This is an optimization exercise on Yosys and OpenROAD, whose aim is small area, a short achievable clock period and few clock cycles per item, not a production implementation. Power figures rest on the tool's default switching activity, not on a simulated workload.

Design sge_fec_esc, start of the top module:
module sge_fec_esc (
    input  wire       clk,
    input  wire       rst,
    input  wire       in_valid,
    output wire       in_ready,
    input  wire [7:0] in_data,
    input  wire       in_last,
    output wire       out_valid,
    input  wire       out_ready,
    output wire [7:0] out_data,
    output wire       out_last
);
For scale: ~340 flip-flops, about 24 I/O pins, about 0.015 mm² of cells after synthesis.
==> module sge_escaper, before the edit <==
module sge_escaper (
    input  wire       clk,
    input  wire       rst,
    input  wire       in_valid,
    output wire       in_free,
    output wire       in_pend,
    input  wire [7:0] in_data,
    input  wire       in_last,
    output reg        out_valid,
    input  wire       out_ready,
    output reg  [7:0] out_data,
    output reg        out_last
);
    localparam [7:0] ESC_BYTE  = 8'h54;
    localparam [7:0] SYNC_BYTE = 8'hAB;
    localparam [7:0] SYNC_SUB  = 8'h9F;
    reg pend;         
    reg pend_sync;    
    reg pend_last;
    wire out_fire = out_valid && out_ready;
    assign in_free  = !out_valid;
    assign in_pend  = pend;
    wire   in_ready = !out_valid || (out_ready && !pend);
    wire in_fire  = in_valid && in_ready;
    wire reserved = (in_data == ESC_BYTE) || (in_data == SYNC_BYTE);
    always @(posedge clk) begin
        if (rst) begin
            out_valid <= 1'b0;
            pend      <= 1'b0;
        end else if (in_fire) begin
            out_valid <= 1'b1;
            pend      <= reserved;
            pend_sync <= in_data[7];      
            pend_last <= in_last;
            out_data  <= reserved ? ESC_BYTE : in_data;
            out_last  <= in_last && !reserved;
        end else if (out_fire) begin
            out_valid <= pend;
            pend      <= 1'b0;
            out_data  <= pend_sync ? SYNC_SUB : ESC_BYTE;
            out_last  <= pend_last;
        end
    end
endmodule
==> module sge_fec_esc, before the edit <==
module sge_fec_esc (
    input  wire       clk,
    input  wire       rst,
    input  wire       in_valid,
    output wire       in_ready,
    input  wire [7:0] in_data,
    input  wire       in_last,
    output wire       out_valid,
    input  wire       out_ready,
    output wire [7:0] out_data,
    output wire       out_last
);
    reg [7:0] q0d, q1d;        
    reg       q0l, q1l;
    reg       wp, rp;          
    reg       qe1;             
    reg       qf;              
    reg       in_rdy;          
    reg [7:0] pos;
    reg       par_ph;          
    reg       pad;             
    reg       fin;             
    reg       flush;           
    reg       cv;              
    reg [7:0] cd;
    reg       cl;
    assign in_ready = in_rdy;
    wire in_fire = in_valid && in_rdy;
    wire       mv = qe1;
    wire [7:0] md = rp ? q1d : q0d;
    wire       ml = rp ? q1l : q0l;
    wire esc_free;             
    wire esc_pend;             
    wire src_ok   = par_ph || pad || mv;
    wire step_a   = flush || (src_ok && (!cv || esc_free));
    wire step_b   = src_ok && !esc_pend;
    wire step     = step_a || (step_b && out_ready);
    wire take     = step && !par_ph && !pad;
    wire [7:0] par31;
    wire [7:0] sym      = pad ? 8'h00 : md;
    wire [7:0] cod_data = par_ph ? par31 : sym;
    wire       cod_last = par_ph && fin && (pos == 8'd254);
    wire       wrap     = (pos == 8'd254);
    wire       to_par   = (pos == 8'd222);
    wire [7:0] pos_n    = !step ? pos    : wrap ? 8'd0 : pos + 8'd1;
    wire       par_ph_n = !step ? par_ph : wrap ? 1'b0 : (par_ph || to_par);
    wire       pad_n    = !step ? pad    : wrap ? 1'b0 : (pad || (take && ml && !to_par));
    wire       qf_n  = !take && (qf || (qe1 && in_fire));
    wire       qe1_n = qf || in_fire || (qe1 && !take);
    always @(posedge clk) begin
        if (rst) begin
            wp     <= 1'b0;
            rp     <= 1'b0;
            qe1    <= 1'b0;
            qf     <= 1'b0;
            in_rdy <= 1'b1;
            pos    <= 8'd223;
            par_ph <= 1'b1;
            flush  <= 1'b1;
            pad    <= 1'b0;
            cv     <= 1'b0;
        end else begin
            if (in_fire) begin
                wp <= !wp;
                if (wp) begin
                    q1d <= in_data; q1l <= in_last;
                end else begin
                    q0d <= in_data; q0l <= in_last;
                end
            end
            if (take)
                rp <= !rp;
            qe1    <= qe1_n;
            qf     <= qf_n;
            in_rdy <= !qf_n;
            pos    <= pos_n;
            par_ph <= par_ph_n;
            pad    <= pad_n;
            if (step && wrap)
                flush <= 1'b0;
            if (take)
                fin <= ml;
            if (!cv || esc_free || (!esc_pend && out_ready)) begin
                cv <= step && !flush;
                cd <= cod_data;
                cl <= cod_last;
            end
        end
    end
    sge_rs_encoder u_rs (
        .clk     (clk),
        .rst     (rst),
        .en      (step),
        .zero    (par_ph),
        .zero_n  (par_ph_n),
        .sym     (sym),
        .par_out (par31)
    );
    sge_escaper u_esc (
        .clk       (clk),
        .rst       (rst),
        .in_valid  (cv),
        .in_free   (esc_free),
        .in_pend   (esc_pend),
        .in_data   (cd),
        .in_last   (cl),
        .out_valid (out_valid),
        .out_ready (out_ready),
        .out_data  (out_data),
        .out_last  (out_last)
    );
endmodule
Settings: LEC_CHECK=0, CAP_MARGIN=20, CORE_MARGIN=2, CORE_UTILIZATION=70, CTS_BUF_LIST=sky130_fd_sc_hd__clkbuf_8, CTS_CLUSTER_DIAMETER=40, CTS_CLUSTER_SIZE=16, SETUP_SLACK_MARGIN=2.0, SLEW_MARGIN=20; clock period 4.0 ns.
run.sh (not shown) runs the stock make flow with config.mk's settings and CLKGATE_MAP_FILE= SYNTH_SCRIPT=/design/flow/synth_recipe.tcl, a recipe that flattens the netlist after the stock synthesis.
The baseline passed the timing, design-rule and antenna checks.
Next try:
--- a/flow/design.v
+++ b/flow/design.v
@@ -296,8 +296,9 @@
     input  wire       clk,
     input  wire       rst,
     input  wire       in_valid,
-    output wire       in_free,
-    output wire       in_pend,
+    output wire       in_ready,
+    output wire       in_free,     
+    output wire       in_pend,     
     input  wire [7:0] in_data,
     input  wire       in_last,
     output reg        out_valid,
@@ -312,9 +313,9 @@
     reg pend_sync;    
     reg pend_last;
     wire out_fire = out_valid && out_ready;
+    assign in_ready = !out_valid || (out_ready && !pend);
     assign in_free  = !out_valid;
     assign in_pend  = pend;
-    wire   in_ready = !out_valid || (out_ready && !pend);
     wire in_fire  = in_valid && in_ready;
     wire reserved = (in_data == ESC_BYTE) || (in_data == SYNC_BYTE);
     always @(posedge clk) begin
@@ -348,12 +349,9 @@
     output wire [7:0] out_data,
     output wire       out_last
 );
-    reg [7:0] q0d, q1d;        
-    reg       q0l, q1l;
-    reg       wp, rp;          
-    reg       qe1;             
-    reg       qf;              
-    reg       in_rdy;          
+    reg       mv;              
+    reg [7:0] md;
+    reg       ml;
     reg [7:0] pos;
     reg       par_ph;          
     reg       pad;             
@@ -362,18 +360,16 @@
     reg       cv;              
     reg [7:0] cd;
     reg       cl;
-    assign in_ready = in_rdy;
-    wire in_fire = in_valid && in_rdy;
-    wire       mv = qe1;
-    wire [7:0] md = rp ? q1d : q0d;
-    wire       ml = rp ? q1l : q0l;
-    wire esc_free;             
-    wire esc_pend;             
+    wire esc_ready, esc_free, esc_pend;
+    wire c_free   = !cv || esc_ready;
     wire src_ok   = par_ph || pad || mv;
-    wire step_a   = flush || (src_ok && (!cv || esc_free));
-    wire step_b   = src_ok && !esc_pend;
-    wire step     = step_a || (step_b && out_ready);
+    wire step     = flush || (c_free && src_ok);
     wire take     = step && !par_ph && !pad;
+    wire msg_ph   = !par_ph && !pad;
+    wire rdy_a    = !mv || (msg_ph && (!cv || esc_free));
+    wire rdy_b    = msg_ph && !esc_pend;
+    assign in_ready = rdy_a || (rdy_b && out_ready);
+    wire in_fire  = in_valid && in_ready;
     wire [7:0] par31;
     wire [7:0] sym      = pad ? 8'h00 : md;
     wire [7:0] cod_data = par_ph ? par31 : sym;
@@ -383,34 +379,20 @@
     wire [7:0] pos_n    = !step ? pos    : wrap ? 8'd0 : pos + 8'd1;
     wire       par_ph_n = !step ? par_ph : wrap ? 1'b0 : (par_ph || to_par);
     wire       pad_n    = !step ? pad    : wrap ? 1'b0 : (pad || (take && ml && !to_par));
-    wire       qf_n  = !take && (qf || (qe1 && in_fire));
-    wire       qe1_n = qf || in_fire || (qe1 && !take);
+    wire       mv_n   = in_fire || (mv && !take);
     always @(posedge clk) begin
         if (rst) begin
-            wp     <= 1'b0;
-            rp     <= 1'b0;
-            qe1    <= 1'b0;
-            qf     <= 1'b0;
-            in_rdy <= 1'b1;
+            mv     <= 1'b0;
             pos    <= 8'd223;
             par_ph <= 1'b1;
             flush  <= 1'b1;
             pad    <= 1'b0;
             cv     <= 1'b0;
         end else begin
+            mv <= mv_n;
             if (in_fire) begin
-                wp <= !wp;
-                if (wp) begin
-                    q1d <= in_data; q1l <= in_last;
-                end else begin
-                    q0d <= in_data; q0l <= in_last;
-                end
+                md <= in_data; ml <= in_last;
             end
-            if (take)
-                rp <= !rp;
-            qe1    <= qe1_n;
-            qf     <= qf_n;
-            in_rdy <= !qf_n;
             pos    <= pos_n;
             par_ph <= par_ph_n;
             pad    <= pad_n;
@@ -418,7 +400,7 @@
                 flush <= 1'b0;
             if (take)
                 fin <= ml;
-            if (!cv || esc_free || (!esc_pend && out_ready)) begin
+            if (c_free) begin
                 cv <= step && !flush;
                 cd <= cod_data;
                 cl <= cod_last;
@@ -438,6 +420,7 @@
         .clk       (clk),
         .rst       (rst),
         .in_valid  (cv),
+        .in_ready  (esc_ready),
         .in_free   (esc_free),
         .in_pend   (esc_pend),
         .in_data   (cd),
What happened:
- The new run produced a clean layout
- die area falls by 3.7%
- worst setup slack degrades by 270 ps
- wire length came out lower by 7.4%
- synthesized area went down by 3.8%
- final area shrinks by 4.8%
- critical path depth came out lower by 2
- sequential share of layout area came out higher by 0.72 points
- combinational power falls by 18%
- clock power went down by 13%
Function was not checked in any run of this note: the RTL went through the layout flow alone.

## re-timing with driven ports
How much do the figures lean on ideal ports? The routed layouts below were timed once more, with nothing changed but the port constraints. Step 1 sets driving cells, clkbuf_16 on the clock port and buf_2 on the other inputs (assumed; they add their load-dependent delay and slew). Step 2 adds t to the input delays and takes it off the output delays; t is the mean of the earliest and latest rising clock arrival at the registers after step 1. Input paths then give back, and output paths get back, about the clock's delay inside the block. Slacks: no drivers / after step 1 / after step 2; pairs: no drivers / after step 1.
| run | t, ns | slack for setup (ns) | worst data-port slew with drivers (ns) |
|---|---|---|---|
| the first run | 0.594 | 1.933 / 1.933 / 1.454 | 0.04 |
| the second run | 0.593 | 1.661 / 1.619 / 1.448 | 0.04 |
After both steps setup and hold are still met in every run listed. For the first run, which loses most, drivers alone change the setup slack by 0.000 ns; drivers and shift together by -0.479 ns.
